Source: an optimization exercise on an open RTL-to-GDS flow (aim: a short achievable clock period and few clock cycles). Production flows keep margins and buffers that such runs may drop. Only simulation tests tie the RTL to the original design; equivalence was not proved. Power and IR drop assume default switching activity.

==> design/flow/config.mk <==
export PLATFORM = sky130hd
export DESIGN_NAME = aaf_compositor
export DESIGN_NICKNAME = aaf_compositor
export VERILOG_FILES = /design/flow/design.v
export SDC_FILE = /design/flow/constraint.sdc
export NUM_CORES = 8
export LEC_CHECK = 0
export ABC_CLOCK_PERIOD_IN_PS = 4000
export CAP_MARGIN = 20
export CORE_MARGIN = 2
export CORE_UTILIZATION = 40
export PLACE_DENSITY = 0.55
export SETUP_SLACK_MARGIN = 5
export SLEW_MARGIN = 20
export SYNTH_MEMORY_MAX_BITS = 8192
==> design/flow/constraint.sdc <==
create_clock -name core_clock -period 12.0 [get_ports {clk}]
set_input_delay 2.4000 -clock core_clock [delete_from_list [all_inputs] [get_ports {clk}]]
set_output_delay 2.4000 -clock core_clock [all_outputs]
set_load 0.01 [all_outputs]
==> design/flow/design.v <==
module aaf_compositor (
    input  wire        clk,
    input  wire        rst,
    input  wire        start,
    input  wire [1:0]  cmd,
    input  wire [1:0]  depth,         
    input  wire        swap,
    input  wire        mirror_en,
    input  wire [7:0]  pal_idx,
    input  wire [15:0] width,
    input  wire [15:0] rows,
    input  wire [15:0] obj_x,         
    input  wire [15:0] blk_y,         
    input  wire [15:0] dest_x,        
    input  wire [15:0] dest_y,        
    input  wire [15:0] dest_stride,
    input  wire [15:0] dest_rows,
    input  wire [15:0] clip_x0,       
    input  wire [15:0] clip_y0,       
    input  wire [15:0] clip_x1,       
    input  wire [15:0] clip_y1,       
    input  wire [15:0] mirror_ofs,    
    input  wire [31:0] pal_addr,
    input  wire [31:0] dbuf_addr,
    input  wire [31:0] dest_addr,
    output wire        ready,
    output reg         done,
    output reg  [3:0]  status,
    output reg  [31:0] r0,
    output reg  [31:0] r1,
    output reg  [31:0] r2,
    output wire        mem_req,
    output wire        mem_we,
    output wire [31:0] mem_addr,
    output wire [31:0] mem_wdata,
    output wire [3:0]  mem_wstrb,
    input  wire [31:0] mem_rdata,
    input  wire        mem_ack
);
    localparam [3:0] ST_OK        = 4'd0;
    localparam [3:0] ST_BAD_PARAM = 4'd12;
    localparam [3:0] ST_BAD_CMD   = 4'd14;
    localparam [1:0] K_F = 2'd0, K_S = 2'd1, K_W = 2'd2, K_R = 2'd3;
    reg        ready_q;       
    reg [5:1]  stp;           
    reg        g_ok;          
    assign ready = ready_q;
    wire accept = ready_q && start;
    reg [1:0]  p_cmd, p_depth;
    reg        p_swap, p_mirror;
    reg [7:0]  p_idx;
    reg [15:0] p_width, p_rows, p_objx, p_blky, p_dx, p_dy, p_stride, p_drows;
    reg [15:0] p_cx0, p_cy0, p_cx1, p_cy1, p_mofs;
    reg [31:0] p_pal, p_dbuf, p_dest;
    reg signed [20:0] p_ux1, p_ux2, p_uy1, p_uy2, p_Ssum;
    reg [15:0] p_d_cx0_ox, p_d_dx0_ox, p_d_cx0_dx0, p_d_ox_dx0;
    reg [15:0] p_d_cy0_by1, p_d_dy0_by1, p_d_cy0_dy0, p_d_by1_dy0;
    reg [15:0] p_d_cx1_ox, p_d_ux2_ox, p_d_cy1_by1, p_d_uy2_by1, p_wm1, p_rm1;
    wire isidx = !p_depth[1];
    reg [15:0]  cache_color [0:255];
    reg [255:0] cache_valid;
    reg        q0_v, q0_we, q0_last;
    reg [29:0] q0_addr;
    reg [31:0] q0_wdata;
    reg [3:0]  q0_strb;
    reg [1:0]  q0_kind;
    reg [7:0]  q0_idx;
    reg        q1_v, q1_we, q1_last;
    reg [29:0] q1_addr;
    reg [31:0] q1_wdata;
    reg [3:0]  q1_strb;
    reg [1:0]  q1_kind;
    reg [7:0]  q1_idx;
    assign mem_req   = q0_v;
    assign mem_we    = q0_we;
    assign mem_addr  = {q0_addr, 2'b00};
    assign mem_wdata = q0_wdata;
    assign mem_wstrb = q0_strb;
    wire qspace  = !q1_v;
    wire q0_free = !q0_v || mem_ack;
    reg        cq_v;
    reg [1:0]  cq_kind;
    reg [7:0]  cq_idx;
    reg [31:0] rd_q;
    wire [15:0] rq_color  = {rd_q[23:19], rd_q[15:10], rd_q[7:3]};
    wire [15:0] rq_result = p_swap ? {rq_color[7:0], rq_color[15:8]} : rq_color;
    wire        cq_s      = cq_v && (cq_kind == K_S);
    wire signed [20:0] ox   = {{5{p_objx[15]}}, p_objx};
    wire signed [20:0] by1  = {{5{p_blky[15]}}, p_blky};
    wire signed [20:0] dx0  = {{5{p_dx[15]}},   p_dx};
    wire signed [20:0] dy0  = {{5{p_dy[15]}},   p_dy};
    wire signed [20:0] cx0  = {{5{p_cx0[15]}},  p_cx0};
    wire signed [20:0] cy0  = {{5{p_cy0[15]}},  p_cy0};
    wire signed [20:0] cx1  = {{5{p_cx1[15]}},  p_cx1};
    wire signed [20:0] cy1  = {{5{p_cy1[15]}},  p_cy1};
    wire signed [20:0] mo   = {{5{p_mofs[15]}}, p_mofs};
    wire signed [20:0] wid  = {5'd0, p_width};
    wire signed [20:0] nrw  = {5'd0, p_rows};
    wire signed [20:0] strd = {5'd0, p_stride};
    wire signed [20:0] drw  = {5'd0, p_drows};
    wire xa_ge_b = cx0 >= ox,  xa_ge_c = cx0 >= dx0, xb_ge_c = ox >= dx0;
    wire xselA = xa_ge_b && xa_ge_c;
    wire xselB = !xselA && xb_ge_c;
    wire ya_ge_b = cy0 >= by1, ya_ge_c = cy0 >= dy0, yb_ge_c = by1 >= dy0;
    wire yselA = ya_ge_b && ya_ge_c;
    wire yselB = !yselA && yb_ge_c;
    wire signed [20:0] c1_X1 = xselA ? cx0 : xselB ? ox : dx0;
    wire [15:0] c1_sxa  = xselA ? p_d_cx0_ox  : xselB ? 16'd0 : p_d_dx0_ox;
    wire [15:0] c1_col0 = xselA ? p_d_cx0_dx0 : xselB ? p_d_ox_dx0 : 16'd0;
    wire [15:0] c1_sy0  = yselA ? p_d_cy0_by1 : yselB ? 16'd0 : p_d_dy0_by1;
    wire [15:0] c1_row0 = yselA ? p_d_cy0_dy0 : yselB ? p_d_by1_dy0 : 16'd0;
    wire signed [20:0] ux1 = p_ux1;
    wire signed [20:0] ux2 = p_ux2;
    wire signed [20:0] uy1 = p_uy1;
    wire signed [20:0] uy2 = p_uy2;
    wire xu_ab = cx1 <= ux1, xu_ac = cx1 <= ux2, xu_bc = ux1 <= ux2;
    wire yu_ab = cy1 <= uy1, yu_ac = cy1 <= uy2, yu_bc = uy1 <= uy2;
    wire xuselA = xu_ab && xu_ac;
    wire yuselA = yu_ab && yu_ac;
    wire [15:0] c1_sxb = xuselA ? p_d_cx1_ox  : xu_bc ? p_wm1 : p_d_ux2_ox;
    wire [15:0] c1_syb = yuselA ? p_d_cy1_by1 : yu_bc ? p_rm1 : p_d_uy2_by1;
    wire signed [20:0] c1_X2 = xuselA ? cx1 : xu_bc ? ux1 : ux2;
    wire c1_empty =
        (cx0 > cx1) || (cx0 > ux1) || (cx0 > ux2) ||
        (ox  > cx1) || (p_width == 16'd0) || (ox > ux2) ||
        (dx0 > cx1) || (dx0 > ux1) || (p_stride == 16'd0) ||
        (cy0 > cy1) || (cy0 > uy1) || (cy0 > uy2) ||
        (by1 > cy1) || (p_rows == 16'd0) || (by1 > uy2) ||
        (dy0 > cy1) || (dy0 > uy1) || (p_drows == 16'd0);
    reg signed [20:0] X1, X2, Ssum;
    reg [15:0] sxa, sxb, col0, sy0, syb, row0;
    reg [16:0] bpr;           
    wire [16:0] c2_byteoff = (p_depth == 2'd0) ? {2'b0, sxa[15:1]} :
                             (p_depth == 2'd1) ? {1'b0, sxa} : {sxa, 1'b0};
    wire [31:0] c2_fa    = p_dbuf + {15'd0, c2_byteoff};
    wire [31:0] c2_nfa   = p_dbuf + {15'd0, c2_byteoff} + {15'd0, bpr};
    wire [15:0] c2_dx    = sxb - sxa;
    wire [16:0] c2_nrows = {1'b0, syb - sy0} + 17'd1;
    wire [16:0] c2_npx   = {1'b0, c2_dx} + 17'd1;
    wire [17:0] c2_span  = (p_depth == 2'd0) ? {3'd0, sxb[15:1] - sxa[15:1]} :
                           (p_depth == 2'd1) ? {2'd0, c2_dx} : {1'b0, c2_dx, 1'b1};
    wire        c2_fast  = (sy0 == 16'd0);
    wire [2:0]  c2_x0    = {1'b0, c2_fa[1:0]} + {1'b0, c2_span[1:0]};
    wire [16:0] c2_wc0   = c2_span[17:2] + 17'd1 + {16'd0, c2_x0[2]};
    reg [31:0] fa_base;
    reg [20:0] ppA0, ppA1, ppA2, ppA3;
    reg [19:0] ppB0, ppB1, ppB2, ppB3;
    reg [16:0] n_px, n_rows;
    reg signed [20:0] colm0;
    reg        slow, fast;
    reg [17:0] span;
    reg [16:0] wbase;         
    reg [31:0] prodA, prodB;
    reg signed [20:0] klo, khi;
    reg [2:0]  gapc;
    wire [16:0] gap_c = bpr - span[16:0];
    wire [31:0] c4_fa  = fa_base + prodA;
    wire [31:0] c4_nfa = fa_base + prodA + {15'd0, bpr};
    wire [2:0]  c4_x0  = {1'b0, c4_fa[1:0]} + {1'b0, span[1:0]};
    wire [16:0] c4_wc0 = wbase + {16'd0, c4_x0[2]};
    reg [31:0] fifo [0:7];
    reg [2:0]  fwp, frp;
    reg [3:0]  fcnt;          
    reg [3:0]  f_used;        
    reg [16:0] f_rows;        
    reg [29:0] f_wa;          
    reg [16:0] f_wcnt;        
    reg [1:0]  f_falo;        
    reg [31:0] f_nfa;         
    wire        f_want  = (f_rows != 17'd0) && (f_wcnt != 17'd0) && !f_used[3];
    wire        f_advok = g_ok || (f_rows == 17'd1);
    wire [1:0]  f_lalo  = f_falo + span[1:0];
    wire        f_nsh   = ({1'b0, f_lalo} + gapc) < 3'd4;    
    wire [2:0]  f_nx    = {1'b0, f_nfa[1:0]} + {1'b0, span[1:0]};
    wire [16:0] f_nwc   = wbase + {16'd0, f_nx[2]} - {16'd0, f_nsh};
    reg        x_act;
    reg [16:0] x_rows, x_rem, x_k;
    reg [2:0]  x_pos;
    reg        x_lane, x_rlane, x_first;
    reg [1:0]  x_falo;
    wire [3:0]  ppw    = (p_depth == 2'd0) ? 4'd8 : (p_depth == 2'd1) ? 4'd4 : 4'd2;
    wire [31:0] w_head  = fifo[frp];
    wire [31:0] w_head1 = fifo[frp + 3'd1];
    wire [63:0] xwin   = {w_head1, w_head};
    function [15:0] xpix(input [63:0] win, input [3:0] u, input [1:0] dep);
        reg [7:0] b;
        begin
            if (dep == 2'd0) begin
                b = win[8*u[3:1] +: 8];
                xpix = {12'd0, u[0] ? b[3:0] : b[7:4]};
            end else if (dep == 2'd1)
                xpix = {8'd0, win[8*u[2:0] +: 8]};
            else
                xpix = win[16*u[1:0] +: 16];
        end
    endfunction
    wire        x_cnt2    = !(slow || x_lane || (x_rem == 17'd1));
    wire [3:0]  x_pos4    = {1'b0, x_pos};
    wire        x_strad   = x_cnt2 && (x_pos4 == ppw - 4'd1);
    wire        x_have    = x_strad ? (fcnt >= 4'd2) : (fcnt != 4'd0);
    wire [15:0] x_pa      = xpix(xwin, x_pos4, p_depth);
    wire [15:0] x_pb      = xpix(xwin, x_pos4 + 4'd1, p_depth);
    wire [3:0]  x_npos    = x_pos4 + (x_cnt2 ? 4'd2 : 4'd1);
    wire        x_adv     = x_npos >= ppw;
    wire [3:0]  x_pafter  = x_adv ? x_npos - ppw : x_npos;
    wire        x_rowend  = x_cnt2 ? (x_rem == 17'd2) : (x_rem == 17'd1);
    wire        x_lastrow = (x_rows == 17'd1);
    wire [1:0]  x_lalo    = x_falo + span[1:0];
    wire        x_sh      = ({1'b0, x_lalo} + gapc) < 3'd4;
    wire [1:0]  x_nfalo   = x_falo + bpr[1:0];
    wire [2:0]  x_npos0   = (p_depth == 2'd0) ? {x_nfalo, sxa[0]} :
                            (p_depth == 2'd1) ? {1'b0, x_nfalo} : {2'b0, x_nfalo[1]};
    wire signed [20:0] x_ks  = {4'd0, x_k};
    wire signed [20:0] x_ks1 = {4'd0, x_k} + 21'sd1;
    wire        x_mva     = (x_ks >= klo) && (x_ks <= khi);
    wire        x_mvb     = (x_ks1 >= klo) && (x_ks1 <= khi);
    reg        l_v, l_cnt2, l_first, l_last, l_cl, l_mva, l_mvb;
    reg [15:0] l_a, l_b;
    reg        s_v, s_cnt2, s_first, s_last, s_cl, s_mva, s_mvb, s_ma, s_mb, s_abeq;
    reg [15:0] s_a, s_b;
    reg [29:0] s_pa, s_pb;    
    reg [3:0]  s_issued;      
    reg [3:0]  pc_cnt;        
    wire       s_want = s_v && (s_ma || s_mb);
    wire [7:0] s_ridx = s_ma ? s_a[7:0] : s_b[7:0];
    reg        a_v, a_cnt2, a_first, a_last, a_cl, a_mva, a_mvb;
    reg [15:0] a_a, a_b;
    reg [3:0]  a_tag;
    reg [30:0] w_h, w_m, w_rowh, w_rowm;    
    reg        c_v, c_mv;                   
    reg [15:0] c_col;
    wire [3:0]  a_tagd = pc_cnt - a_tag;
    wire        a_tagok = !a_tagd[3];
    wire        a_fwa  = cq_s && (cq_idx == a_a[7:0]);
    wire        a_fwb  = cq_s && (cq_idx == a_b[7:0]);
    wire [15:0] a_ca   = !isidx ? a_a : a_fwa ? rq_result : cache_color[a_a[7:0]];
    wire [15:0] a_cb   = !isidx ? a_b : a_fwb ? rq_result : cache_color[a_b[7:0]];
    reg        m_v, m_cl, m_cnt2, m_m1en, m_m2en;
    reg [29:0] m_paddr, m_m1addr, m_m2addr;
    reg [31:0] m_pdata, m_m1data, m_m2data;
    reg [3:0]  m_pstrb, m_m1strb, m_m2strb;
    reg        k_v, k_cl, k_cnt2, k_m1en, k_m2en;
    reg [29:0] k_paddr, k_m1addr, k_m2addr;
    reg [31:0] k_pdata, k_m1data, k_m2data;
    reg [3:0]  k_pstrb, k_m1strb, k_m2strb;
    reg [1:0]  w_ph;
    wire [29:0] w_caddr = (w_ph == 2'd0) ? m_paddr : (w_ph == 2'd1) ? m_m1addr : m_m2addr;
    wire [31:0] w_cdata = (w_ph == 2'd0) ? m_pdata : (w_ph == 2'd1) ? m_m1data : m_m2data;
    wire [3:0]  w_cstrb = (w_ph == 2'd0) ? m_pstrb : (w_ph == 2'd1) ? m_m1strb : m_m2strb;
    wire        w_glast = (w_ph == 2'd0) ? !(m_m1en || m_m2en) : (w_ph == 2'd1) ? !m_m2en : 1'b1;
    wire r_want = stp[1] && (p_cmd == 2'd2) &&
                  !(p_depth[1] || (p_depth == 2'd0 && p_idx[7:4] != 4'd0));
    wire z_want = (stp[2] && c2_fast) || (stp[4] && !fast);
    wire [29:0] z_addr = stp[2] ? c2_fa[31:2] : c4_fa[31:2];
    wire zr     = r_want || z_want;
    wire push_s = qspace && !zr && s_want;
    wire push_f = qspace && !zr && !s_want && f_want;
    wire push_w = qspace && !zr && !s_want && !f_want && m_v;
    wire push   = (qspace && zr) || push_s || push_f || push_w;
    reg        n_we, n_last;
    reg [29:0] n_addr;
    reg [31:0] n_wdata;
    reg [3:0]  n_strb;
    reg [1:0]  n_kind;
    always @(*) begin
        n_we    = 1'b0;
        n_last  = 1'b0;
        n_wdata = w_cdata;
        n_strb  = w_cstrb;
        if (r_want) begin
            n_kind = K_R;
            n_addr = p_pal[31:2] + {22'd0, p_idx};
        end else if (z_want) begin
            n_kind = K_F;
            n_addr = z_addr;
        end else if (s_want) begin
            n_kind = K_S;
            n_addr = s_ma ? s_pa : s_pb;
        end else if (f_want) begin
            n_kind = K_F;
            n_addr = f_wa;
        end else begin
            n_kind = K_W;
            n_we   = 1'b1;
            n_addr = w_caddr;
            n_last = m_cl && w_glast;
        end
    end
    wire w_pop  = push_w && w_glast;
    wire a_pass = a_v && a_tagok && !k_v;
    wire a_free = !a_v || a_pass;
    wire s_ma2  = s_ma && !push_s;
    wire s_mb2  = s_mb && !(push_s && (!s_ma || s_abeq));
    wire s_pass = s_v && !s_ma2 && !s_mb2 && a_free;
    wire s_free = !s_v || s_pass;
    wire l_go   = l_v && s_free;
    wire l_free = !l_v || l_go;
    wire x_go   = x_act && l_free && x_have;
    wire [1:0] x_pop = !x_go ? 2'd0 :
                       !x_rowend ? {1'b0, x_adv} :
                       (!x_lastrow && x_sh) ? {1'b0, x_adv} :
                       ({1'b0, x_adv} + {1'b0, (x_pafter != 4'd0)});
    wire l_ma = isidx && !cache_valid[l_a[7:0]] && !(push_s && s_ridx == l_a[7:0]);
    wire l_mb = isidx && l_cnt2 && !cache_valid[l_b[7:0]] && !(push_s && s_ridx == l_b[7:0]);
    wire [30:0] pl_h = a_first ? w_rowh : w_h;
    wire [30:0] pl_m = a_first ? w_rowm : w_m;
    wire        pl_flush = a_last || slow;
    wire [3:0]  pl_pstrb = a_cnt2 ? 4'b1111 : (pl_h[0] ? 4'b1100 : 4'b0011);
    wire [31:0] pl_pdata = a_cnt2 ? {a_cb, a_ca} : {a_ca, a_ca};
    reg  [3:0]  pl_m1strb, pl_m2strb;
    reg  [31:0] pl_m1data, pl_m2data;
    reg         pl_cv, pl_cmv;
    reg  [15:0] pl_ccol;
    always @(*) begin
        pl_m1strb = 4'b0000;
        pl_m2strb = 4'b0000;
        pl_m1data = {a_ca, a_cb};
        pl_m2data = {a_cb, a_cb};
        pl_cv     = 1'b0;
        pl_cmv    = c_mv;
        pl_ccol   = c_col;
        if (p_mirror) begin
            if (pl_m[0]) begin
                if (a_cnt2) begin
                    pl_m1strb = {{2{a_mva}}, {2{a_mvb}}};
                    pl_m1data = {a_ca, a_cb};
                end else if (pl_flush) begin
                    pl_m1strb = {{2{a_mva}}, 2'b00};
                    pl_m1data = {a_ca, a_ca};
                end else begin
                    pl_cv   = 1'b1;
                    pl_cmv  = a_mva;
                    pl_ccol = a_ca;
                end
            end else begin
                pl_m1strb = {{2{c_v && c_mv}}, {2{a_mva}}};
                pl_m1data = {c_col, a_ca};
                if (a_cnt2) begin
                    if (pl_flush) begin
                        pl_m2strb = {{2{a_mvb}}, 2'b00};
                        pl_m2data = {a_cb, a_cb};
                    end else begin
                        pl_cv   = 1'b1;
                        pl_cmv  = a_mvb;
                        pl_ccol = a_cb;
                    end
                end
            end
        end
    end
    wire [29:0] pl_paddr  = pl_h[30:1];
    wire [29:0] pl_m1addr = pl_m[30:1];
    wire [29:0] pl_m2addr = pl_m[30:1] - 30'd1;
    wire        pl_m1en   = |pl_m1strb;
    wire        pl_m2en   = |pl_m2strb;
    wire m_take = !m_v || w_pop;
    always @(posedge clk) begin
        if (rst) begin
            ready_q     <= 1'b1;
            stp         <= 5'd0;
            g_ok        <= 1'b0;
            done        <= 1'b0;
            status      <= ST_OK;
            r0          <= 32'd0;
            r1          <= 32'd0;
            r2          <= 32'd0;
            cache_valid <= 256'd0;
            q0_v        <= 1'b0;
            q1_v        <= 1'b0;
            cq_v        <= 1'b0;
            fwp         <= 3'd0;
            frp         <= 3'd0;
            fcnt        <= 4'd0;
            f_used      <= 4'd0;
            f_rows      <= 17'd0;
            x_act       <= 1'b0;
            l_v         <= 1'b0;
            s_v         <= 1'b0;
            s_issued    <= 4'd0;
            pc_cnt      <= 4'd0;
            a_v         <= 1'b0;
            c_v         <= 1'b0;
            m_v         <= 1'b0;
            k_v         <= 1'b0;
        end else begin
            done <= 1'b0;
            stp  <= {stp[4:1], 1'b0};
            if (ready_q) begin
                p_ux1       <= ({{5{obj_x[15]}}, obj_x}) + ({5'd0, width}) - 21'sd1;
                p_ux2       <= ({{5{dest_x[15]}}, dest_x}) + ({5'd0, dest_stride}) - 21'sd1;
                p_uy1       <= ({{5{blk_y[15]}}, blk_y}) + ({5'd0, rows}) - 21'sd1;
                p_uy2       <= ({{5{dest_y[15]}}, dest_y}) + ({5'd0, dest_rows}) - 21'sd1;
                p_Ssum      <= ({{5{obj_x[15]}}, obj_x}) + ({{5{obj_x[15]}}, obj_x})
                               + ({5'd0, width}) + ({5'd0, width})
                               + ({{5{mirror_ofs[15]}}, mirror_ofs}) - 21'sd1;
                p_d_cx0_ox  <= clip_x0 - obj_x;
                p_d_dx0_ox  <= dest_x - obj_x;
                p_d_cx0_dx0 <= clip_x0 - dest_x;
                p_d_ox_dx0  <= obj_x - dest_x;
                p_d_cy0_by1 <= clip_y0 - blk_y;
                p_d_dy0_by1 <= dest_y - blk_y;
                p_d_cy0_dy0 <= clip_y0 - dest_y;
                p_d_by1_dy0 <= blk_y - dest_y;
                p_d_cx1_ox  <= clip_x1 - obj_x;
                p_d_ux2_ox  <= dest_x + dest_stride - 16'd1 - obj_x;
                p_d_cy1_by1 <= clip_y1 - blk_y;
                p_d_uy2_by1 <= dest_y + dest_rows - 16'd1 - blk_y;
                p_wm1       <= width - 16'd1;
                p_rm1       <= rows - 16'd1;
                p_cmd    <= cmd;
                p_depth  <= depth;
                p_swap   <= swap;
                p_mirror <= mirror_en;
                p_idx    <= pal_idx;
                p_width  <= width;
                p_rows   <= rows;
                p_objx   <= obj_x;
                p_blky   <= blk_y;
                p_dx     <= dest_x;
                p_dy     <= dest_y;
                p_stride <= dest_stride;
                p_drows  <= dest_rows;
                p_cx0    <= clip_x0;
                p_cy0    <= clip_y0;
                p_cx1    <= clip_x1;
                p_cy1    <= clip_y1;
                p_mofs   <= mirror_ofs;
                p_pal    <= pal_addr;
                p_dbuf   <= dbuf_addr;
                p_dest   <= dest_addr;
            end
            if (accept) begin
                r0       <= 32'd0;
                r1       <= 32'd0;
                r2       <= 32'd0;
                status   <= ST_OK;
                ready_q  <= 1'b0;
                g_ok     <= 1'b0;
                stp      <= 5'b00001;
            end
            if (stp[1]) begin
                X1    <= c1_X1;
                X2    <= c1_X2;
                sxa   <= c1_sxa;
                sxb   <= c1_sxb;
                col0  <= c1_col0;
                sy0   <= c1_sy0;
                syb   <= c1_syb;
                row0  <= c1_row0;
                Ssum  <= p_Ssum;
                bpr   <= (p_depth == 2'd0) ? ({1'b0, p_width} + 17'd1) >> 1 :
                         (p_depth == 2'd1) ? {1'b0, p_width} : {p_width, 1'b0};
                case (p_cmd)
                    2'd0: begin
                        if (p_depth == 2'd3) begin
                            status  <= ST_BAD_PARAM;
                            done    <= 1'b1;
                            ready_q <= 1'b1;
                            stp     <= 5'd0;
                        end else if (c1_empty) begin
                            done    <= 1'b1;
                            ready_q <= 1'b1;
                            stp     <= 5'd0;
                        end
                    end
                    2'd1: begin
                        cache_valid <= 256'd0;
                        done        <= 1'b1;
                        ready_q     <= 1'b1;
                        stp         <= 5'd0;
                    end
                    2'd2: begin
                        stp <= 5'd0;
                        if (!r_want) begin
                            status  <= ST_BAD_PARAM;
                            done    <= 1'b1;
                            ready_q <= 1'b1;
                        end
                    end
                    default: begin
                        status  <= ST_BAD_CMD;
                        done    <= 1'b1;
                        ready_q <= 1'b1;
                        stp     <= 5'd0;
                    end
                endcase
            end
            if (stp[2]) begin
                fa_base <= c2_fa;
                n_px    <= c2_npx;
                n_rows  <= c2_nrows;
                span    <= c2_span;
                wbase   <= c2_span[17:2] + 17'd1;
                colm0   <= Ssum - dx0 - X1;
                slow    <= p_mirror && (Ssum <= X2 + X2) && (Ssum >= X1 + X1);
                fast    <= c2_fast;
                ppA0 <= bpr * sy0[3:0];
                ppA1 <= bpr * sy0[7:4];
                ppA2 <= bpr * sy0[11:8];
                ppA3 <= bpr * sy0[15:12];
                ppB0 <= p_stride * row0[3:0];
                ppB1 <= p_stride * row0[7:4];
                ppB2 <= p_stride * row0[11:8];
                ppB3 <= p_stride * row0[15:12];
                x_lane  <= p_dest[1] ^ (row0[0] & p_stride[0]) ^ col0[0];
                x_rlane <= p_dest[1] ^ (row0[0] & p_stride[0]) ^ col0[0];
                if (c2_fast) begin
                    f_rows <= c2_nrows;
                    f_wa   <= c2_fa[31:2] + 30'd1;
                    f_wcnt <= c2_wc0 - 17'd1;
                    f_falo <= c2_fa[1:0];
                    f_nfa  <= c2_nfa;
                    x_act  <= 1'b1;
                    x_rows <= c2_nrows;
                    x_rem  <= c2_npx;
                    x_k    <= 17'd0;
                    x_pos  <= (p_depth == 2'd0) ? {c2_fa[1:0], sxa[0]} :
                              (p_depth == 2'd1) ? {1'b0, c2_fa[1:0]} : {2'b0, c2_fa[1]};
                    x_first <= 1'b1;
                    x_falo <= c2_fa[1:0];
                end
            end
            if (stp[3]) begin
                prodA <= {11'd0, ppA0} + {7'd0, ppA1, 4'd0} + {3'd0, ppA2, 8'd0} + {ppA3[19:0], 12'd0};
                prodB <= {12'd0, ppB0} + {8'd0, ppB1, 4'd0} + {4'd0, ppB2, 8'd0} + {ppB3, 12'd0};
                gapc  <= (gap_c > 17'd4) ? 3'd4 : gap_c[2:0];
                klo   <= colm0 - strd + 21'sd1;
                khi   <= colm0;
                g_ok  <= 1'b1;
            end
            if (stp[4]) begin
                w_rowh <= p_dest[31:1] + prodB[30:0] + {15'd0, col0};
                w_rowm <= p_dest[31:1] + prodB[30:0] + {{10{colm0[20]}}, colm0};
                if (!fast) begin
                    f_rows <= n_rows;
                    f_wa   <= c4_fa[31:2] + 30'd1;
                    f_wcnt <= c4_wc0 - 17'd1;
                    f_falo <= c4_fa[1:0];
                    f_nfa  <= c4_nfa;
                    x_act  <= 1'b1;
                    x_rows <= n_rows;
                    x_rem  <= n_px;
                    x_k    <= 17'd0;
                    x_pos  <= (p_depth == 2'd0) ? {c4_fa[1:0], sxa[0]} :
                              (p_depth == 2'd1) ? {1'b0, c4_fa[1:0]} : {2'b0, c4_fa[1]};
                    x_first <= 1'b1;
                    x_falo <= c4_fa[1:0];
                end
            end
            if (q0_free) begin
                if (q1_v) begin
                    q0_v     <= 1'b1;
                    q0_we    <= q1_we;
                    q0_last  <= q1_last;
                    q0_addr  <= q1_addr;
                    q0_wdata <= q1_wdata;
                    q0_strb  <= q1_strb;
                    q0_kind  <= q1_kind;
                    q0_idx   <= q1_idx;
                    q1_v     <= 1'b0;
                end else begin
                    q0_v     <= push;
                    q0_we    <= n_we;
                    q0_last  <= n_last;
                    q0_addr  <= n_addr;
                    q0_wdata <= n_wdata;
                    q0_strb  <= n_strb;
                    q0_kind  <= n_kind;
                    q0_idx   <= s_ridx;
                end
            end else if (push) begin
                q1_v     <= 1'b1;
                q1_we    <= n_we;
                q1_last  <= n_last;
                q1_addr  <= n_addr;
                q1_wdata <= n_wdata;
                q1_strb  <= n_strb;
                q1_kind  <= n_kind;
                q1_idx   <= s_ridx;
            end
            cq_v    <= q0_v && mem_ack;
            cq_kind <= q0_kind;
            cq_idx  <= q0_idx;
            rd_q    <= mem_rdata;
            if (q0_v && mem_ack && q0_kind == K_S)
                pc_cnt <= pc_cnt + 4'd1;
            if (q0_v && mem_ack && q0_last) begin
                done    <= 1'b1;
                ready_q <= 1'b1;
            end
            if (cq_v && cq_kind == K_R) begin
                r0      <= {16'd0, rq_result};
                done    <= 1'b1;
                ready_q <= 1'b1;
            end
            if (cq_s)
                cache_color[cq_idx] <= rq_result;
            if (cq_v && cq_kind == K_F) begin
                fifo[fwp] <= rd_q;
                fwp       <= fwp + 3'd1;
            end
            frp    <= frp + {1'b0, x_pop};
            fcnt   <= fcnt + {3'd0, cq_v && cq_kind == K_F} - {2'd0, x_pop};
            f_used <= f_used + {3'd0, push_f || (qspace && z_want)} - {2'd0, x_pop};
            if (f_rows != 17'd0 && f_advok && (f_wcnt == 17'd0 || (push_f && f_wcnt == 17'd1))) begin
                f_rows <= f_rows - 17'd1;
                f_wa   <= f_nfa[31:2] + {29'd0, f_nsh};
                f_wcnt <= f_nwc;
                f_falo <= f_nfa[1:0];
                f_nfa  <= f_nfa + {15'd0, bpr};
            end else if (push_f) begin
                f_wa   <= f_wa + 30'd1;
                f_wcnt <= f_wcnt - 17'd1;
            end
            if (x_go) begin
                l_a     <= x_pa;
                l_b     <= x_pb;
                l_cnt2  <= x_cnt2;
                l_first <= x_first;
                l_last  <= x_rowend;
                l_cl    <= x_rowend && x_lastrow;
                l_mva   <= x_mva;
                l_mvb   <= x_mvb;
                if (!x_rowend) begin
                    x_pos   <= x_pafter[2:0];
                    x_rem   <= x_rem - (x_cnt2 ? 17'd2 : 17'd1);
                    x_k     <= x_k + (x_cnt2 ? 17'd2 : 17'd1);
                    x_lane  <= x_lane ^ !x_cnt2;
                    x_first <= 1'b0;
                end else begin
                    x_rows  <= x_rows - 17'd1;
                    if (x_lastrow) x_act <= 1'b0;
                    x_pos   <= x_npos0;
                    x_rem   <= n_px;
                    x_k     <= 17'd0;
                    x_lane  <= x_rlane ^ p_stride[0];
                    x_rlane <= x_rlane ^ p_stride[0];
                    x_first <= 1'b1;
                    x_falo  <= x_nfalo;
                end
            end
            if (x_go)
                l_v <= 1'b1;
            else if (l_go)
                l_v <= 1'b0;
            if (push_s) begin
                cache_valid[s_ridx] <= 1'b1;
                r2 <= r2 + 32'd1;
            end
            s_issued <= s_issued + {3'd0, push_s};
            if (l_go) begin
                s_v     <= 1'b1;
                s_a     <= l_a;
                s_b     <= l_b;
                s_cnt2  <= l_cnt2;
                s_first <= l_first;
                s_last  <= l_last;
                s_cl    <= l_cl;
                s_mva   <= l_mva;
                s_mvb   <= l_mvb;
                s_ma    <= l_ma;
                s_mb    <= l_mb;
                s_abeq  <= (l_a[7:0] == l_b[7:0]);
                s_pa    <= p_pal[31:2] + {22'd0, l_a[7:0]};
                s_pb    <= p_pal[31:2] + {22'd0, l_b[7:0]};
            end else begin
                s_ma <= s_ma2;
                s_mb <= s_mb2;
                if (s_pass)
                    s_v <= 1'b0;
            end
            if (s_pass) begin
                a_v     <= 1'b1;
                a_a     <= s_a;
                a_b     <= s_b;
                a_cnt2  <= s_cnt2;
                a_first <= s_first;
                a_last  <= s_last;
                a_cl    <= s_cl;
                a_mva   <= s_mva;
                a_mvb   <= s_mvb;
                a_tag   <= s_issued + {3'd0, push_s};
            end else if (a_pass)
                a_v <= 1'b0;
            if (a_pass) begin
                w_h   <= pl_h + (a_cnt2 ? 31'd2 : 31'd1);
                w_m   <= pl_m - (a_cnt2 ? 31'd2 : 31'd1);
                c_v   <= pl_cv;
                c_mv  <= pl_cmv;
                c_col <= pl_ccol;
                if (a_first) begin
                    w_rowh <= w_rowh + {15'd0, p_stride};
                    w_rowm <= w_rowm + {15'd0, p_stride};
                end
            end
            if (push_w) begin
                if (w_ph == 2'd0) r0 <= r0 + (m_cnt2 ? 32'd2 : 32'd1);
                else r1 <= r1 + {31'd0, w_cstrb[3]} + {31'd0, w_cstrb[0]};
                if (!w_glast)
                    w_ph <= (w_ph == 2'd0 && m_m1en) ? 2'd1 : 2'd2;
            end
            if (m_take) begin
                w_ph <= 2'd0;
                if (k_v) begin
                    m_v      <= 1'b1;
                    m_cl     <= k_cl;
                    m_cnt2   <= k_cnt2;
                    m_paddr  <= k_paddr;
                    m_pdata  <= k_pdata;
                    m_pstrb  <= k_pstrb;
                    m_m1en   <= k_m1en;
                    m_m1addr <= k_m1addr;
                    m_m1data <= k_m1data;
                    m_m1strb <= k_m1strb;
                    m_m2en   <= k_m2en;
                    m_m2addr <= k_m2addr;
                    m_m2data <= k_m2data;
                    m_m2strb <= k_m2strb;
                    k_v      <= 1'b0;
                end else begin
                    m_v      <= a_pass;
                    m_cl     <= a_cl;
                    m_cnt2   <= a_cnt2;
                    m_paddr  <= pl_paddr;
                    m_pdata  <= pl_pdata;
                    m_pstrb  <= pl_pstrb;
                    m_m1en   <= pl_m1en;
                    m_m1addr <= pl_m1addr;
                    m_m1data <= pl_m1data;
                    m_m1strb <= pl_m1strb;
                    m_m2en   <= pl_m2en;
                    m_m2addr <= pl_m2addr;
                    m_m2data <= pl_m2data;
                    m_m2strb <= pl_m2strb;
                end
            end else if (a_pass) begin
                k_v      <= 1'b1;
                k_cl     <= a_cl;
                k_cnt2   <= a_cnt2;
                k_paddr  <= pl_paddr;
                k_pdata  <= pl_pdata;
                k_pstrb  <= pl_pstrb;
                k_m1en   <= pl_m1en;
                k_m1addr <= pl_m1addr;
                k_m1data <= pl_m1data;
                k_m1strb <= pl_m1strb;
                k_m2en   <= pl_m2en;
                k_m2addr <= pl_m2addr;
                k_m2data <= pl_m2data;
                k_m2strb <= pl_m2strb;
            end
        end
    end
endmodule
==> design/flow/run.sh <==
#!/bin/bash
# synth_recipe.tcl (not shown) runs the flow's synth.tcl, then flattens the netlist and writes it again
# the make line also repeats each setting of config.mk as NAME=value (left out here)
make -C /OpenROAD-flow-scripts/flow DESIGN_CONFIG=/design/flow/config.mk WORK_HOME=/design/flow/orfs CLKGATE_MAP_FILE= SYNTH_SCRIPT=/design/flow/synth_recipe.tcl finish
==> results of run 1 <==
## cell usage in the layout, fill, tap and decap left out, drive strengths merged, types with 114 or more instances in the layout
master / count
edfxtp: 6545
mux4: 3063
nor2: 1667
ha: 1630
nand2: 1490
inv: 1482
a21oi: 973
clkbuf: 931
o21ai: 884
xnor2: 774
buf: 673
clkdlybuf4s50: 518
dfxtp: 428
fa: 401
mux2: 372
xor2: 361
mux2i: 361
nand3: 351
a21o: 338
clkinv: 330
nor3: 302
a22oi: 270
nor2b: 250
a211oi: 248
and2: 239
nand4: 211
o21a: 182
and3: 163
o211ai: 125
nor4: 117
nand2b: 115
a31oi: 114
## where the power goes
group          total (mW)  switching [mW]  internal [mW]
Combinational        5.92            3.84           2.07
Sequential           27.8           0.380           27.4
Clock                24.8            10.4           14.4
Total                58.5            14.7           43.9
## layout make-up
class / instances / area, µm² / area share
Antenna cell: 66 / 165 / 0.000385
Timing Repair Buffer: 1193 / 11000 / 0.0256
Sequential cell: 6973 / 205000 / 0.478
Clock inverter: 500 / 5550 / 0.0129
Inverter: 1450 / 5460 / 0.0127
Tap cell: 12600 / 15700 / 0.0366
Multi-Input combinational cell: 16000 / 166000 / 0.386
Clock buffer: 930 / 20500 / 0.0477
## how the worst min path moves through the flow
stage | from | slack (ns) | depth (start not counted) | end
global route | l_a[9] | 0.42 | 0 | s_a[9]
finish | p_Ssum[3] | 0.41 | 0 | Ssum[3]
detailed placement | p_Ssum[4] | 0.40 | 0 | Ssum[4]
global placement | ppB0[3] | 0.40 | 0 | prodB[3]
floorplan | p_Ssum[0] | 0.40 | 0 | Ssum[0]
CTS | ppB0[3] | 0.41 | 0 | prodB[3]
## metal layers
metal  share of wire  vias up  track usage
met5         0.00019        -            0
met4           0.040       36       0.0906
met3           0.097     1997       0.0555
met2            0.44    11900        0.389
met1            0.42   127000        0.370
li1                -   102000            -
## cell families (layout without fill, tap and decap cells)
group / count (synthesis) / count (layout) / share of synthesized area
multiplexers: 3796 / 3796 / 0.202
XOR/XNOR: 1135 / 1135 / 0.0262
buffers and inverters: 2833 / 4073 / 0.0287
flip-flops: 6973 / 6973 / 0.540
AND/OR/NAND/NOR: 5210 / 5210 / 0.0639
adder cells (fa/ha/maj): 2031 / 2031 / 0.0748
other: 1 / 68 / 0.00000987
AO/OA/AOI/OAI: 3800 / 3800 / 0.0642
## stage by stage
step,worst slack [ns],utilization,instance area [µm²],power (mW)
after floorplan,-0.239,-,380000,31.8
after global placement,4.07,0.426,403000,34.0
after detailed placement,4.07,0.426,403000,34.1
after CTS,5.10,0.453,429000,58.8
after global routing,4.97,0.454,429000,60.3
final,5.29,0.454,429000,58.5
## timing repair
action / 4_1_cts / 5_1_grt
hold buffers: 0 / 0
setup endpoints to repair: 3 / 15
hold endpoints to repair: 0 / 0
resized for setup: 2 / 7
==> summary.md, run 1 <==
| Metric | Value |
|---|---|
| Width of the chip | 978 µm |
| Yosys Warn Count | 1 |
| Distinct cell type count after synthesis | 108 |
| Reg2Reg Setup Slack | 5.36 ns |
| Largest net degree at the start of global routing | roughly 260 |
| Crit path top cell by count | o21ai_0 |
| Synth async-reset ratio | 0 |
| Clk slew on worst S/H paths | 0.06 ns |
| Reg2reg end | f_wa[29] |
| Total CTS buffers | 783 |
| Kind of critical path | in2reg |
| GRT Resource Usage Total | 0.257 |
| # rows | 357 |
| GPL Wtd Cong | 0.935 |
| Final nets | approximately 29000 |
| Status | timing/DRC/antenna clean |
| Antenna violations before repair | 147 |
| Crit-path max FO | 4 |
| Worst Path Arrival | about 7.5 ns |
| Setup TNS | 0 ns |
| CORE AREA | ~950000 µm² |
| F_max | 149 MHz |
| R2r worst-path depth | 18 |
| Mapped Area | 380000 µm² |
| Lkg Pwr | 148 nW |
| Clock Path Buffers | 5 |
| Relative max-transition margin | 0.145 |
| CTS tree | built |
| Worst-Skew Late Latency | 1.16 ns |
| Max incr delay on CP | around 0.68 ns |
| Fin. max-slew vios | 0 |
| Non-filler cells, final | 39700 |
| CP Cell Sequence | clkdlybuf4s50_1, inv_1, ha_1, inv_1, fa_1, ha_1, a21o_1, a21oi_1, o21ai_0, a21oi_1, o21ai_0, a211oi_1, o21ai_0, a31oi_1, nor2b_1, o21a_1, o41a_1, xor2_1 |
| Final hold slack | ~0.41 ns |
| Pre-Repair DR Iteration Count | 6 |
| Reg2reg start | p_depth[0] |
| DR iter-0 viols | 30600 |
| I/O Buffers | 520 |
| Initial Util | 0.402 |
| Top Registers | cache_color x4096, cache_valid x256, fifo x256 |
| Share of cells above drive strength 1 | 0.214 |
| First-pass GRT wire length | 1770000 µm |
| Clock sink count | between 6000 and 7000 |
| DP Cell Count | ~38000 |
| H-tree levels | 6 |
| Max Cap Viol | 0 |
| Die area | 957000 µm² |
| Required time worst endpoint | 12.82 ns |
| CP bufs+invs | 3 |
| Crit. End Element | flip-flop |
| Syn_area_per_cell | 14.7 µm² |
| Vias/cell | 6.13 |
| Fin. Hold Viols | 0 |
| Post-synth top area share | 0.518 |
| Drt wl/cell | 31.9 µm |
| Gate count of the mapped netlist | 25800 |
| Most frequent cell after synthesis | edfxtp_1 |
| Clk_skew | 0.174 ns |
| Hold crit path type | reg2reg |
| Root buffer cell | clkbuf_16 |
| Crit path max-delay family | compound AO/OA/AOI/OAI gates |
| # fillers | 82300 |
| Final setup viols | 0 |
| HPWL after detailed placement | 865000 µm |
| CP Depth | 18 |
| Seq/Total Area, Yosys | 0.540 |
| Via Count | 243000 |
| Residual DRC | 0 |
| Cell Pwr Density | around 140 nW/µm² |
| # IOs | 526 |
| CP startpoint | obj_x[2] |
| Setup crit start kind | input pin |
| Total congestion overflow | 0 |
| Worst-Margin Slew | 1.28 ns |
| Largest Register | cache_color |
| Max VDD drop | about 0.00012 V |
| Seq cells post-synth | 6973 |
| Critical path endpoint | p_Ssum[19] |
| Routed Antenna Nets | 0 |
| Final period utilization | 0.559 |
| Unrepaired setup endpoints after global routing | true |
| Post-synth top area cell | edfxtp_1 |
| Most used DFF post-synth | edfxtp_1 |
| Post-synth EDFFs | roughly 6500 |
| Max reg flops | 4096 |
| Vias in the first global route | 235000 |
| Ranking of synthesized cells by area | edfxtp_1 52%, mux4_2 18%, ha_1 5.4% |
| Setup Fix Bufs, Post-CTS | 0 |
| DIE HEIGHT | between 900 and 1000 µm |
| Slowest cell on the critical path | clkdlybuf4s50_1 |
| Commonest cells in the netlist | 6545 x edfxtp_1, 3063 x mux4_2, 1666 x nor2_1 |
| Post-Route WL | 1270000 µm |
| Crit path time final | 6.71 ns |
| Synth-to-layout area growth | 13.0% |
Testbench counts, summed over its fixed seeds: cycles 48,710.
==> inputs of run 2 (changes only) <==
--- a/design/flow/design.v
+++ b/design/flow/design.v
@@ -52,7 +52,7 @@
     reg [15:0] p_width, p_rows, p_objx, p_blky, p_dx, p_dy, p_stride, p_drows;
     reg [15:0] p_cx0, p_cy0, p_cx1, p_cy1, p_mofs;
     reg [31:0] p_pal, p_dbuf, p_dest;
-    reg signed [20:0] p_ux1, p_ux2, p_uy1, p_uy2, p_Ssum;
+    reg signed [20:0] p_ux1, p_ux2, p_uy1, p_uy2;
     reg [15:0] p_d_cx0_ox, p_d_dx0_ox, p_d_cx0_dx0, p_d_ox_dx0;
     reg [15:0] p_d_cy0_by1, p_d_dy0_by1, p_d_cy0_dy0, p_d_by1_dy0;
     reg [15:0] p_d_cx1_ox, p_d_ux2_ox, p_d_cy1_by1, p_d_uy2_by1, p_wm1, p_rm1;
@@ -130,16 +130,15 @@
     reg signed [20:0] X1, X2, Ssum;
     reg [15:0] sxa, sxb, col0, sy0, syb, row0;
     reg [16:0] bpr;           
-    wire [16:0] c2_byteoff = (p_depth == 2'd0) ? {2'b0, sxa[15:1]} :
-                             (p_depth == 2'd1) ? {1'b0, sxa} : {sxa, 1'b0};
+    reg  [16:0] c2_byteoff;   
+    reg         c2_fast;      
+    reg         p_rok;        
     wire [31:0] c2_fa    = p_dbuf + {15'd0, c2_byteoff};
-    wire [31:0] c2_nfa   = p_dbuf + {15'd0, c2_byteoff} + {15'd0, bpr};
     wire [15:0] c2_dx    = sxb - sxa;
     wire [16:0] c2_nrows = {1'b0, syb - sy0} + 17'd1;
     wire [16:0] c2_npx   = {1'b0, c2_dx} + 17'd1;
     wire [17:0] c2_span  = (p_depth == 2'd0) ? {3'd0, sxb[15:1] - sxa[15:1]} :
                            (p_depth == 2'd1) ? {2'd0, c2_dx} : {1'b0, c2_dx, 1'b1};
-    wire        c2_fast  = (sy0 == 16'd0);
     wire [2:0]  c2_x0    = {1'b0, c2_fa[1:0]} + {1'b0, c2_span[1:0]};
     wire [16:0] c2_wc0   = c2_span[17:2] + 17'd1 + {16'd0, c2_x0[2]};
     reg [31:0] fa_base;
@@ -151,11 +150,11 @@
     reg [17:0] span;
     reg [16:0] wbase;         
     reg [31:0] prodA, prodB;
+    reg [30:0] d2c, d2m;
     reg signed [20:0] klo, khi;
     reg [2:0]  gapc;
     wire [16:0] gap_c = bpr - span[16:0];
     wire [31:0] c4_fa  = fa_base + prodA;
-    wire [31:0] c4_nfa = fa_base + prodA + {15'd0, bpr};
     wire [2:0]  c4_x0  = {1'b0, c4_fa[1:0]} + {1'b0, span[1:0]};
     wire [16:0] c4_wc0 = wbase + {16'd0, c4_x0[2]};
     reg [31:0] fifo [0:7];
@@ -167,14 +166,16 @@
     reg [16:0] f_wcnt;        
     reg [1:0]  f_falo;        
     reg [31:0] f_nfa;         
+    reg        f_nok;         
     wire        f_want  = (f_rows != 17'd0) && (f_wcnt != 17'd0) && !f_used[3];
-    wire        f_advok = g_ok || (f_rows == 17'd1);
+    wire        f_advok = (g_ok && f_nok) || (f_rows == 17'd1);
     wire [1:0]  f_lalo  = f_falo + span[1:0];
     wire        f_nsh   = ({1'b0, f_lalo} + gapc) < 3'd4;    
     wire [2:0]  f_nx    = {1'b0, f_nfa[1:0]} + {1'b0, span[1:0]};
     wire [16:0] f_nwc   = wbase + {16'd0, f_nx[2]} - {16'd0, f_nsh};
     reg        x_act;
     reg [16:0] x_rows, x_rem, x_k;
+    reg        x_r1, x_r2, n_1, n_2;    
     reg [2:0]  x_pos;
     reg        x_lane, x_rlane, x_first;
     reg [1:0]  x_falo;
@@ -194,7 +195,7 @@
                 xpix = win[16*u[1:0] +: 16];
         end
     endfunction
-    wire        x_cnt2    = !(slow || x_lane || (x_rem == 17'd1));
+    wire        x_cnt2    = !(slow || x_lane || x_r1);
     wire [3:0]  x_pos4    = {1'b0, x_pos};
     wire        x_strad   = x_cnt2 && (x_pos4 == ppw - 4'd1);
     wire        x_have    = x_strad ? (fcnt >= 4'd2) : (fcnt != 4'd0);
@@ -203,7 +204,7 @@
     wire [3:0]  x_npos    = x_pos4 + (x_cnt2 ? 4'd2 : 4'd1);
     wire        x_adv     = x_npos >= ppw;
     wire [3:0]  x_pafter  = x_adv ? x_npos - ppw : x_npos;
-    wire        x_rowend  = x_cnt2 ? (x_rem == 17'd2) : (x_rem == 17'd1);
+    wire        x_rowend  = x_cnt2 ? x_r2 : x_r1;
     wire        x_lastrow = (x_rows == 17'd1);
     wire [1:0]  x_lalo    = x_falo + span[1:0];
     wire        x_sh      = ({1'b0, x_lalo} + gapc) < 3'd4;
@@ -214,8 +215,16 @@
     wire signed [20:0] x_ks1 = {4'd0, x_k} + 21'sd1;
     wire        x_mva     = (x_ks >= klo) && (x_ks <= khi);
     wire        x_mvb     = (x_ks1 >= klo) && (x_ks1 <= khi);
+    reg        d_v, d_cnt2, d_first, d_last, d_cl, d_mva, d_mvb;
+    reg [15:0] d_a, d_b;
     reg        l_v, l_cnt2, l_first, l_last, l_cl, l_mva, l_mvb;
     reg [15:0] l_a, l_b;
+    function [255:0] dec256(input [7:0] ix);
+        begin
+            dec256 = 256'd0;
+            dec256[ix] = 1'b1;
+        end
+    endfunction
     reg        s_v, s_cnt2, s_first, s_last, s_cl, s_mva, s_mvb, s_ma, s_mb, s_abeq;
     reg [15:0] s_a, s_b;
     reg [29:0] s_pa, s_pb;    
@@ -233,8 +242,10 @@
     wire        a_tagok = !a_tagd[3];
     wire        a_fwa  = cq_s && (cq_idx == a_a[7:0]);
     wire        a_fwb  = cq_s && (cq_idx == a_b[7:0]);
-    wire [15:0] a_ca   = !isidx ? a_a : a_fwa ? rq_result : cache_color[a_a[7:0]];
-    wire [15:0] a_cb   = !isidx ? a_b : a_fwb ? rq_result : cache_color[a_b[7:0]];
+    wire [15:0] a_lka = cache_color[a_a[7:0]];
+    wire [15:0] a_lkb = cache_color[a_b[7:0]];
+    wire [15:0] a_ca   = !isidx ? a_a : a_fwa ? rq_result : a_lka;
+    wire [15:0] a_cb   = !isidx ? a_b : a_fwb ? rq_result : a_lkb;
     reg        m_v, m_cl, m_cnt2, m_m1en, m_m2en;
     reg [29:0] m_paddr, m_m1addr, m_m2addr;
     reg [31:0] m_pdata, m_m1data, m_m2data;
@@ -248,14 +259,13 @@
     wire [31:0] w_cdata = (w_ph == 2'd0) ? m_pdata : (w_ph == 2'd1) ? m_m1data : m_m2data;
     wire [3:0]  w_cstrb = (w_ph == 2'd0) ? m_pstrb : (w_ph == 2'd1) ? m_m1strb : m_m2strb;
     wire        w_glast = (w_ph == 2'd0) ? !(m_m1en || m_m2en) : (w_ph == 2'd1) ? !m_m2en : 1'b1;
-    wire r_want = stp[1] && (p_cmd == 2'd2) &&
-                  !(p_depth[1] || (p_depth == 2'd0 && p_idx[7:4] != 4'd0));
+    wire r_want = stp[1] && p_rok;
     wire z_want = (stp[2] && c2_fast) || (stp[4] && !fast);
     wire [29:0] z_addr = stp[2] ? c2_fa[31:2] : c4_fa[31:2];
     wire zr     = r_want || z_want;
-    wire push_s = qspace && !zr && s_want;
-    wire push_f = qspace && !zr && !s_want && f_want;
-    wire push_w = qspace && !zr && !s_want && !f_want && m_v;
+    wire push_s = qspace && s_want;
+    wire push_f = qspace && !s_want && f_want;
+    wire push_w = qspace && !s_want && !f_want && m_v;
     wire push   = (qspace && zr) || push_s || push_f || push_w;
     reg        n_we, n_last;
     reg [29:0] n_addr;
@@ -295,13 +305,18 @@
     wire s_free = !s_v || s_pass;
     wire l_go   = l_v && s_free;
     wire l_free = !l_v || l_go;
-    wire x_go   = x_act && l_free && x_have;
-    wire [1:0] x_pop = !x_go ? 2'd0 :
-                       !x_rowend ? {1'b0, x_adv} :
+    wire d_go   = d_v && l_free;
+    wire d_free = !d_v || d_go;
+    wire x_go   = x_act && d_free && x_have;
+    wire [1:0] x_popn = !x_rowend ? {1'b0, x_adv} :
                        (!x_lastrow && x_sh) ? {1'b0, x_adv} :
                        ({1'b0, x_adv} + {1'b0, (x_pafter != 4'd0)});
-    wire l_ma = isidx && !cache_valid[l_a[7:0]] && !(push_s && s_ridx == l_a[7:0]);
-    wire l_mb = isidx && l_cnt2 && !cache_valid[l_b[7:0]] && !(push_s && s_ridx == l_b[7:0]);
+    wire [3:0] fcnt_in  = fcnt + {3'd0, cq_v && cq_kind == K_F};
+    wire [3:0] fused_in = f_used + {3'd0, push_f || (qspace && z_want)};
+    wire l_va = cache_valid[l_a[7:0]];
+    wire l_vb = cache_valid[l_b[7:0]];
+    wire l_ma = isidx && !l_va && !(push_s && s_ridx == l_a[7:0]);
+    wire l_mb = isidx && l_cnt2 && !l_vb && !(push_s && s_ridx == l_b[7:0]);
     wire [30:0] pl_h = a_first ? w_rowh : w_h;
     wire [30:0] pl_m = a_first ? w_rowm : w_m;
     wire        pl_flush = a_last || slow;
@@ -375,6 +390,7 @@
             f_rows      <= 17'd0;
             x_act       <= 1'b0;
             l_v         <= 1'b0;
+            d_v         <= 1'b0;
             s_v         <= 1'b0;
             s_issued    <= 4'd0;
             pc_cnt      <= 4'd0;
@@ -390,9 +406,6 @@
                 p_ux2       <= ({{5{dest_x[15]}}, dest_x}) + ({5'd0, dest_stride}) - 21'sd1;
                 p_uy1       <= ({{5{blk_y[15]}}, blk_y}) + ({5'd0, rows}) - 21'sd1;
                 p_uy2       <= ({{5{dest_y[15]}}, dest_y}) + ({5'd0, dest_rows}) - 21'sd1;
-                p_Ssum      <= ({{5{obj_x[15]}}, obj_x}) + ({{5{obj_x[15]}}, obj_x})
-                               + ({5'd0, width}) + ({5'd0, width})
-                               + ({{5{mirror_ofs[15]}}, mirror_ofs}) - 21'sd1;
                 p_d_cx0_ox  <= clip_x0 - obj_x;
                 p_d_dx0_ox  <= dest_x - obj_x;
                 p_d_cx0_dx0 <= clip_x0 - dest_x;
@@ -407,6 +420,7 @@
                 p_d_uy2_by1 <= dest_y + dest_rows - 16'd1 - blk_y;
                 p_wm1       <= width - 16'd1;
                 p_rm1       <= rows - 16'd1;
+                p_rok    <= (cmd == 2'd2) && !(depth[1] || (depth == 2'd0 && pal_idx[7:4] != 4'd0));
                 p_cmd    <= cmd;
                 p_depth  <= depth;
                 p_swap   <= swap;
@@ -447,7 +461,10 @@
                 sy0   <= c1_sy0;
                 syb   <= c1_syb;
                 row0  <= c1_row0;
-                Ssum  <= p_Ssum;
+                c2_byteoff <= (p_depth == 2'd0) ? {2'b0, c1_sxa[15:1]} :
+                              (p_depth == 2'd1) ? {1'b0, c1_sxa} : {c1_sxa, 1'b0};
+                c2_fast    <= (c1_sy0 == 16'd0);
+                Ssum  <= ox + ox + wid + wid + mo - 21'sd1;
                 bpr   <= (p_depth == 2'd0) ? ({1'b0, p_width} + 17'd1) >> 1 :
                          (p_depth == 2'd1) ? {1'b0, p_width} : {p_width, 1'b0};
                 case (p_cmd)
@@ -488,6 +505,8 @@
             if (stp[2]) begin
                 fa_base <= c2_fa;
                 n_px    <= c2_npx;
+                n_1     <= (c2_dx == 16'd0);
+                n_2     <= (c2_dx == 16'd1);
                 n_rows  <= c2_nrows;
                 span    <= c2_span;
                 wbase   <= c2_span[17:2] + 17'd1;
@@ -509,10 +528,13 @@
                     f_wa   <= c2_fa[31:2] + 30'd1;
                     f_wcnt <= c2_wc0 - 17'd1;
                     f_falo <= c2_fa[1:0];
-                    f_nfa  <= c2_nfa;
+                    f_nfa  <= c2_fa;
+                    f_nok  <= 1'b0;
                     x_act  <= 1'b1;
                     x_rows <= c2_nrows;
                     x_rem  <= c2_npx;
+                    x_r1   <= (c2_dx == 16'd0);
+                    x_r2   <= (c2_dx == 16'd1);
                     x_k    <= 17'd0;
                     x_pos  <= (p_depth == 2'd0) ? {c2_fa[1:0], sxa[0]} :
                               (p_depth == 2'd1) ? {1'b0, c2_fa[1:0]} : {2'b0, c2_fa[1]};
@@ -522,6 +544,8 @@
             end
             if (stp[3]) begin
                 prodA <= {11'd0, ppA0} + {7'd0, ppA1, 4'd0} + {3'd0, ppA2, 8'd0} + {ppA3[19:0], 12'd0};
+                d2c   <= p_dest[31:1] + {15'd0, col0};
+                d2m   <= p_dest[31:1] + {{10{colm0[20]}}, colm0};
                 prodB <= {12'd0, ppB0} + {8'd0, ppB1, 4'd0} + {4'd0, ppB2, 8'd0} + {ppB3, 12'd0};
                 gapc  <= (gap_c > 17'd4) ? 3'd4 : gap_c[2:0];
                 klo   <= colm0 - strd + 21'sd1;
@@ -529,17 +553,20 @@
                 g_ok  <= 1'b1;
             end
             if (stp[4]) begin
-                w_rowh <= p_dest[31:1] + prodB[30:0] + {15'd0, col0};
-                w_rowm <= p_dest[31:1] + prodB[30:0] + {{10{colm0[20]}}, colm0};
+                w_rowh <= d2c + prodB[30:0];
+                w_rowm <= d2m + prodB[30:0];
                 if (!fast) begin
                     f_rows <= n_rows;
                     f_wa   <= c4_fa[31:2] + 30'd1;
                     f_wcnt <= c4_wc0 - 17'd1;
                     f_falo <= c4_fa[1:0];
-                    f_nfa  <= c4_nfa;
+                    f_nfa  <= c4_fa;
+                    f_nok  <= 1'b0;
                     x_act  <= 1'b1;
                     x_rows <= n_rows;
                     x_rem  <= n_px;
+                    x_r1   <= n_1;
+                    x_r2   <= n_2;
                     x_k    <= 17'd0;
                     x_pos  <= (p_depth == 2'd0) ? {c4_fa[1:0], sxa[0]} :
                               (p_depth == 2'd1) ? {1'b0, c4_fa[1:0]} : {2'b0, c4_fa[1]};
@@ -599,9 +626,13 @@
                 fifo[fwp] <= rd_q;
                 fwp       <= fwp + 3'd1;
             end
-            frp    <= frp + {1'b0, x_pop};
-            fcnt   <= fcnt + {3'd0, cq_v && cq_kind == K_F} - {2'd0, x_pop};
-            f_used <= f_used + {3'd0, push_f || (qspace && z_want)} - {2'd0, x_pop};
+            frp    <= x_go ? frp + {1'b0, x_popn} : frp;
+            fcnt   <= x_go ? fcnt_in - {2'd0, x_popn} : fcnt_in;
+            f_used <= x_go ? fused_in - {2'd0, x_popn} : fused_in;
+            if (!f_nok && f_rows != 17'd0 && !stp[2] && !stp[4]) begin
+                f_nfa <= f_nfa + {15'd0, bpr};
+                f_nok <= 1'b1;
+            end
             if (f_rows != 17'd0 && f_advok && (f_wcnt == 17'd0 || (push_f && f_wcnt == 17'd1))) begin
                 f_rows <= f_rows - 17'd1;
                 f_wa   <= f_nfa[31:2] + {29'd0, f_nsh};
@@ -613,17 +644,19 @@
                 f_wcnt <= f_wcnt - 17'd1;
             end
             if (x_go) begin
-                l_a     <= x_pa;
-                l_b     <= x_pb;
-                l_cnt2  <= x_cnt2;
-                l_first <= x_first;
-                l_last  <= x_rowend;
-                l_cl    <= x_rowend && x_lastrow;
-                l_mva   <= x_mva;
-                l_mvb   <= x_mvb;
+                d_a     <= x_pa;
+                d_b     <= x_pb;
+                d_cnt2  <= x_cnt2;
+                d_first <= x_first;
+                d_last  <= x_rowend;
+                d_cl    <= x_rowend && x_lastrow;
+                d_mva   <= x_mva;
+                d_mvb   <= x_mvb;
                 if (!x_rowend) begin
                     x_pos   <= x_pafter[2:0];
                     x_rem   <= x_rem - (x_cnt2 ? 17'd2 : 17'd1);
+                    x_r1    <= x_cnt2 ? (x_rem == 17'd3) : (x_rem == 17'd2);
+                    x_r2    <= x_cnt2 ? (x_rem == 17'd4) : (x_rem == 17'd3);
                     x_k     <= x_k + (x_cnt2 ? 17'd2 : 17'd1);
                     x_lane  <= x_lane ^ !x_cnt2;
                     x_first <= 1'b0;
@@ -632,6 +665,8 @@
                     if (x_lastrow) x_act <= 1'b0;
                     x_pos   <= x_npos0;
                     x_rem   <= n_px;
+                    x_r1    <= n_1;
+                    x_r2    <= n_2;
                     x_k     <= 17'd0;
                     x_lane  <= x_rlane ^ p_stride[0];
                     x_rlane <= x_rlane ^ p_stride[0];
@@ -640,6 +675,20 @@
                 end
             end
             if (x_go)
+                d_v <= 1'b1;
+            else if (d_go)
+                d_v <= 1'b0;
+            if (d_go) begin
+                l_a     <= d_a;
+                l_b     <= d_b;
+                l_cnt2  <= d_cnt2;
+                l_first <= d_first;
+                l_last  <= d_last;
+                l_cl    <= d_cl;
+                l_mva   <= d_mva;
+                l_mvb   <= d_mvb;
+            end
+            if (d_go)
                 l_v <= 1'b1;
             else if (l_go)
                 l_v <= 1'b0;
==> design/flow/flow/run.sh (new file) <==
#!/bin/bash
set -euo pipefail
MARGIN=${MARGIN:-8.5}
sed "s/SETUP_SLACK_MARGIN=[^ ]*/SETUP_SLACK_MARGIN=${MARGIN}/" standard.sh > standard_margin.sh
grep -q "SETUP_SLACK_MARGIN=${MARGIN}" standard_margin.sh
bash standard_margin.sh > make_flow.log 2>&1
==> design/flow/standard.sh (new file) <==
#!/bin/bash
# synth_recipe.tcl (not shown) runs the flow's synth.tcl, then flattens the netlist and writes it again
# the make line also repeats each setting of config.mk as NAME=value (left out here)
make -C /OpenROAD-flow-scripts/flow DESIGN_CONFIG=/design/flow/config.mk WORK_HOME=/design/flow/orfs CLKGATE_MAP_FILE= SYNTH_SCRIPT=/design/flow/synth_recipe.tcl "${@:-finish}"
removed: design/flow/run.sh
==> summary.md, run 2 <==
| Metric | Value |
|---|---|
| Status | timing/DRC/antenna clean |
| Most used DFF post-synth | edfxtp_1 |
| Worst Path Arrival | around 6 ns |
| Drt wl/cell | 33.7 µm |
| Largest Register | cache_color |
| Post-synth top area share | 0.523 |
| CP bufs+invs | 3 |
| Pre-Repair DR Iteration Count | 6 |
| Gate count of the mapped netlist | 25900 |
| Lkg Pwr | 169 nW |
| Synth-to-layout area growth | 24.9% |
| Max Cap Viol | 0 |
| Cell Pwr Density | 129 nW/µm² |
| Root buffer cell | clkbuf_16 |
| Final setup margin | 6.91 ns |
| DIE HEIGHT | 982 µm |
| Setup crit start kind | flip-flop |
| Die area | 964000 µm² |
| Post-place instance area | just over 400000 µm² |
| F_max | 196 MHz |
| GPL Wtd Cong | 0.921 |
| CTS tree | built |
| Final nets | 31200 |
| Syn_area_per_cell | 14.8 µm² |
| Crit. End Element | flip-flop |
| Required time worst endpoint | 12.83 ns |
| Post-synth EDFFs | 6664 |
| Synth async-reset ratio | 0 |
| Crit path top cell by count | mux4_2 |
| CP Cell Sequence | buf_6, buf_4, mux4_2, mux4_2, mux4_2, mux2i_4, nor2_2, a21oi_4, buf_12, o21ai_4, mux2_4 |
| Relative max-transition margin | 0.210 |
| Final Cell Area | approximately 480000 µm² |
| Seq cells post-synth | 7096 |
| Hold path cells | 0 |
| CORE AREA | roughly 950000 µm² |
| Most common cell after layout, fill and taps aside | edfxtp_1 |
| Clk_skew | around 0.17 ns |
| Share of cells above drive strength 1 | 0.358 |
| Non-filler cells, final | 42100 |
| Vias in the first global route | 250000 |
| # rows | 359 |
| Most frequent cell after synthesis | edfxtp_1 |
| Clock sink count | 7096 |
| Post-Route WL | 1420000 µm |
| Kind of critical path | reg2reg |
| Reg2Reg Setup Slack | just under 7 ns |
| Total congestion overflow | 0 |
| Antenna violations before repair | 212 |
| Max reg flops | slightly above 4000 |
| Post-synth top area cell | edfxtp_1 |
| Fin. max-slew vios | 0 |
| # hold bufs at CTS | 0 |
| DR iter-0 viols | between 30000 and 40000 |
| Ranking of synthesized cells by area | edfxtp_1 52%, mux4_2 18%, ha_1 5.4% |
| Pwr Total | 61.5 mW |
| Width of the chip | a little under 1000 µm |
| Core Util, Final | 0.501 |
| Seq/Total Area, Yosys | 0.546 |
| Final hold slack | 0.387 ns |
| First-pass GRT wire length | 1940000 µm |
| # IOs | ~530 |
| Worst hold endpoint | a_a[13] |
| Yosys Warn Count | 1 |
| Crit path max-delay family | multiplexers |
| Final setup viols | 0 |
| Routed Antenna Nets | 0 |
| DP Worst Slack | approximately 4.4 ns |
| Worst-Margin Slew | 1.18 ns |
| Total CTS buffers | around 800 |
| Clock Path Buffers | 5 |
| Max VDD drop | 0.000126 V |
| Mapped Area | 383000 µm² |
| Vias/cell | 6.16 |
| Hold crit path type | reg2reg |
| Commonest cells in the netlist | 6664 x edfxtp_1, 3048 x mux4_2, 1665 x nor2_1 |
| Reg2reg end | m_m1data[0] |
| GRT Resource Usage Total | 0.283 |
| Setup TNS | 0 ns |
| Clk slew on worst S/H paths | 0.06 ns |
| Fin. Hold Viols | 0 |
| Crit-path max FO | 29 |
| Residual DRC | 0 |
| Crit path time final | between 5 and 6 ns |
| Via Count | roughly 260k |
| Distinct cell type count after synthesis | 102 |
| Initial Util | 0.401 |
| R2r worst-path depth | 11 |
| Top Registers | cache_color x4096, cache_valid x256, fifo x256 |
| Final period utilization | 0.424 |
| Unrepaired setup endpoints after global routing | true |
| DP Cell Count | approximately 38000 |
| I/O Buffers | 520 |
| Slowest cell on the critical path | mux4_2 |
| HP Start | s_a[13] |
| Max incr delay on CP | 0.72 ns |
| Worst-Skew Late Latency | 1.19 ns |
| H-tree levels | 6 |
| HPWL after detailed placement | 896000 µm |
| # fillers | just under 80000 |
| Most frequent cells in the layout | 6664 x edfxtp_1, 3048 x mux4_2, 1540 x buf_4 |
| Largest net degree at the start of global routing | about 210 |
-- run 2: cell count changes after synthesis, sizes merged, moves of 36 or more --
| cell | previous run | this run |
|---|---|---|
| edfxtp | 6545 | 6664 |
| nand2b | 115 | 180 |
| mux2 | 372 | 325 |
| and2 | 239 | 278 |
| nor3 | 302 | 263 |
| mux2i | 361 | 324 |
| a211oi | 248 | 212 |
-- run 2: how the worst max path moves through the flow --
stage | endpoint | slack (ns) | depth (start not counted) | start
2_1_floorplan | p_blky[0] | -0.18 | 3 | rst
3_3_place_gp | p_ux1[16] | 4.43 | 18 | obj_x[1]
3_5_place_dp | p_ux1[16] | 4.44 | 18 | obj_x[1]
4_1_cts | m_m1data[0] | 7.01 | 13 | flip-flop
5_1_grt | m_m1data[13] | 6.94 | 15 | flip-flop
6_report | m_m1data[0] | 6.91 | 11 | flip-flop
-- run 2: what timing repair did --
item	in CTS	in global routing
gates cloned	194	35
pin swaps	1326	1059
setup buffers	1595	510
endpoints found under the setup margin	8061	4331
resized for setup	5232	1460
-- run 2: power by group --
part	internal, mW	switching [mW]	leakage (nW)
clock network	14.5	10.4	12.6
registers	27.9	0.394	64.3
logic	3.49	4.78	92.1
-- run 2: logic make-up after synthesis --
group / share of synthesized area
other cells: 0.00000980
xor+xnor: 0.0264
buf+inv: 0.0283
flops: 0.546
mux: 0.197
simple gates: 0.0640
fa+ha+maj: 0.0746
compound gates: 0.0636
-- run 2: metal layers --
layer / share of wire / track usage / vias up / wire length [µm]
met5: 0.00047 / 0 / - / 662
met1: 0.40 / 0.396 / 136000 / 564000
li1: - / - / 107000 / -
met4: 0.048 / 0.112 / 82 / 67400
met2: 0.44 / 0.420 / 13600 / 622000
met3: 0.12 / 0.0795 / 2626 / 166000
-- run 2: layout make-up --
cell class                 instances  area (µm²)  share of cell area
clock inverter                   452        4800              0.0101
timing repair inverter             3        22.5           0.0000471
sequential                      7096      209000               0.438
timing repair buffer            3479       40700              0.0852
inverter                        1450        5770              0.0121
antenna                           83         208            0.000435
tap                            12600       15800              0.0331
clock buffer                     986       21100              0.0441
multi-input combinational      15900      180000               0.377
Testbench counts of run 2, summed over its fixed seeds: cycles 48,730.

-- port drivers added, routing unchanged --
How much do the figures lean on ideal ports? The routed layouts below were timed once more, with nothing changed but the port constraints.
Step 1: set_driving_cell puts a clkbuf_16 on clk and a buf_2 on each other input, an assumption about the parent block.
Step 2 adds t to the input delays and takes it off the output delays; t is the mean of the earliest and latest rising clock arrival at the registers after step 1. Input paths then give back, and output paths get back, about the clock's delay inside the block.
a / b / c = ideal / step 1 / step 2; a / b = the first two.
run	t, ns	setup slack, ns	latest minus earliest clock arrival (ns)	worst data-port slew with drivers (ns)	cell pins on the clock port's net
run 1	1.216	5.294 / 5.358 / 4.193	0.180 / 0.180	0.25	1
run 2	1.256	6.907 / 6.907 / 6.182	0.175 / 0.176	0.47	1
After both steps setup and hold are still met in every run listed. The setup slack of run 1, which loses most, moves by +0.064 ns with the drivers and by -1.101 ns with both steps.
